Context: an optimization exercise on an open-source flow, tuned for small area, a short achievable clock period and few clock cycles per item. The choices shown serve that exercise and are no tape-out recipe.
Function was checked by simulation only, so behaviour that the tests miss may differ from the original.
Power and IR drop assume default switching activity.

## job 5467
Design lpc1_cksum, start of the top module:
module lpc1_cksum (
    input  wire        clk,
    input  wire        rst,
    input  wire        cmd_valid,
    output wire        cmd_ready,
    input  wire [31:0] cmd_word,
    input  wire [31:0] cmd_len,
    input  wire [23:0] cmd_fcs_in,
    input  wire        in_valid,
    output wire        in_ready,
    input  wire [31:0] in_data,
    output reg         done,
    output wire [7:0]  code,
    output reg  [7:0]  last_op,
    output reg         match,
    output reg  [23:0] fcs_val,
    output reg  [23:0] fcs_rx,
    output reg  [16:0] fcs_cover,
    output reg  [16:0] out_len,
    output reg  [5:0]  crc6,
    output reg  [9:0]  crc10
);
Size: ~1500 cells after synthesis, about 240 I/O pins, ~0.013 mm² of cells after synthesis.
clock: 8.0 ns
lec_check: 0
cap_margin: 20
core_margin: 2
core_utilization: 40
cts_cluster_diameter: 100
cts_cluster_size: 25
setup_slack_margin: 5
slew_margin: 20
synth_hierarchical: 1
synth_memory_max_bits: 8192
synth_minimum_keep_size: 0
tns_end_percent: 0
standard.sh (not shown) runs the stock make flow with config.mk's settings and CLKGATE_MAP_FILE= SYNTH_SCRIPT=/design/flow/synth_recipe.tcl, a recipe that flattens the netlist after the stock synthesis.
==> flow/flow/run.sh <==
#!/bin/bash
# The standard layout (the standard.sh: standard synthesis, floorplan,
# placement, CTS, routing), with the ports buffered by the smallest buffer
# (sky130_fd_sc_hd__buf_1) instead of the resizer's default delay cell;
# repair_design and repair_timing resize them where needed.
set -euo pipefail
export BUFFER_PORTS_ARGS="-buffer_cell sky130_fd_sc_hd__buf_1"
bash standard.sh finish SETUP_SLACK_MARGIN=5.4 TNS_END_PERCENT=0 > standard_flow.log 2>&1
Testbench counts of job 5467, summed over its fixed seeds: cycles 10,251, items 384.
diff inputs: job 5467 => job 9900
diff --git a/flow/flow/run.sh b/flow/flow/run.sh
--- a/flow/flow/run.sh
+++ b/flow/flow/run.sh
@@ -6,3 +6,3 @@
 set -euo pipefail
 export BUFFER_PORTS_ARGS="-buffer_cell sky130_fd_sc_hd__buf_1"
-bash standard.sh finish SETUP_SLACK_MARGIN=5.4 TNS_END_PERCENT=0 > standard_flow.log 2>&1
+bash standard.sh finish SETUP_SLACK_MARGIN=5.5 TNS_END_PERCENT=10 > standard_flow.log 2>&1
## What came out
- Summed area of non-filler cells in the final layout | job 9900 above job 5467
- Summary: with job 5467 as the reference, wire length in job 9900 moved up by a few percent.
- Smallest hold slack: job 9900 vs job 5467 — no meaningful difference
Changes in job 7081 relative to job 9900:
- putting PLACE_DENSITY at 0.88 where nothing was set
diff --git a/flow/flow/run.sh b/flow/flow/run.sh
--- a/flow/flow/run.sh
+++ b/flow/flow/run.sh
@@ -6,3 +6,3 @@
 set -euo pipefail
 export BUFFER_PORTS_ARGS="-buffer_cell sky130_fd_sc_hd__buf_1"
-bash standard.sh finish SETUP_SLACK_MARGIN=5.5 TNS_END_PERCENT=10 > standard_flow.log 2>&1
+bash standard.sh finish SETUP_SLACK_MARGIN=5.4 TNS_END_PERCENT=0 > standard_flow.log 2>&1
- | part of the power in the clock network | job 7081 vs job 9900 | 0.7 points lower |
- Setup slack: job 7081 less than job 9900
- Job 7081 ended with less net switching power of the design than job 9900.
- Cell area, job 7081 and job 9900: higher on job 9900
- Job 7081 has sequential cell area share above what job 9900 had.
- Of the two values seen for standard cell with the maximum stage delay on the critical path, sky130_fd_sc_hd__dfxtp_1 was produced by job 7081 and sky130_fd_sc_hd__dfxtp_2 by job 9900.
- On job 7081: count of cells resized by post-cts repair is about 70% lower than what job 9900 gave.
- Diff job 9900 -> job 7081 | initial detailed-routing violation count | up by more than 10%
[inputs] job 1447 vs job 7081
- PLACE_DENSITY now 0.75, was 0.88
==> flow/flow/run.sh <==
#!/bin/bash
set -euo pipefail
export BUFFER_PORTS_ARGS="-buffer_cell sky130_fd_sc_hd__buf_1"
bash standard.sh finish SETUP_SLACK_MARGIN=5.4 TNS_END_PERCENT=0 > standard_flow.log 2>&1
Notes after the runs:
Between job 7081 and job 1447, the portion of total power attributed to sequential cells figures differ only marginally.
Summary — final critical path time including I/O delays and setup, job 1447 relative to job 7081: lower, by 0.085 ns.
Largest vdd supply drop ends up lower on job 7081.
Number of setup buffers added after CTS was lower in job 7081 than in job 1447.
According to the power report, total power for job 1447 is lower than for job 7081.
The higher synthesis-to-finish area growth came out of job 1447.
Setup changes, job 1447 to job 4196
diff --git a/flow/flow/run.sh b/flow/flow/run.sh
--- a/flow/flow/run.sh
+++ b/flow/flow/run.sh
@@ -1,3 +1,7 @@
 #!/bin/bash
+# The standard layout (the standard.sh: standard synthesis, floorplan,
+# placement, CTS, routing), with the ports buffered by the smallest buffer
+# (sky130_fd_sc_hd__buf_1) instead of the resizer's default delay cell;
+# repair_design and repair_timing resize them where needed.
 set -euo pipefail
 export BUFFER_PORTS_ARGS="-buffer_cell sky130_fd_sc_hd__buf_1"
[summary]
Result for job 1447 and job 4196: all clean
On share of power burned in the clock network, job 1447 and job 4196 are basically level.
Job 4196 against job 1447: combinational fraction of design power stayed essentially flat; final instance area stayed essentially flat; clock sink count stayed essentially flat.

[port drivers added, routing unchanged]
The results above use ideal ports. As a check the final layouts listed here were re-extracted and re-timed, cells and wires unchanged.
Step 1, drivers: a clkbuf_16 drives clk and a buf_2 each remaining input, both assumed.
Step 2 adds t to the input delays and takes it off the output delays; t is the mean of the earliest and latest rising clock arrival at the registers after step 1. Input paths then give back, and output paths get back, about the clock's delay inside the block.
Slacks: ideal ports / drivers / drivers and shift; pairs: ideal ports / drivers.
run	shift t [ns]	setup WS [ns]	worst slew at a driven data input, ns
job 5467	0.540	5.235 / 5.210 / 4.726	0.08
job 9900	0.550	5.270 / 5.215 / 4.752	0.10
job 7081	0.530	5.164 / 5.116 / 4.696	0.07
job 1447	0.532	5.249 / 5.217 / 4.751	0.08
job 4196	0.532	5.249 / 5.217 / 4.751	0.08
After both steps setup and hold are still met in every run listed. For job 9900, which loses most, drivers alone change the setup slack by -0.055 ns; drivers and shift together by -0.518 ns.
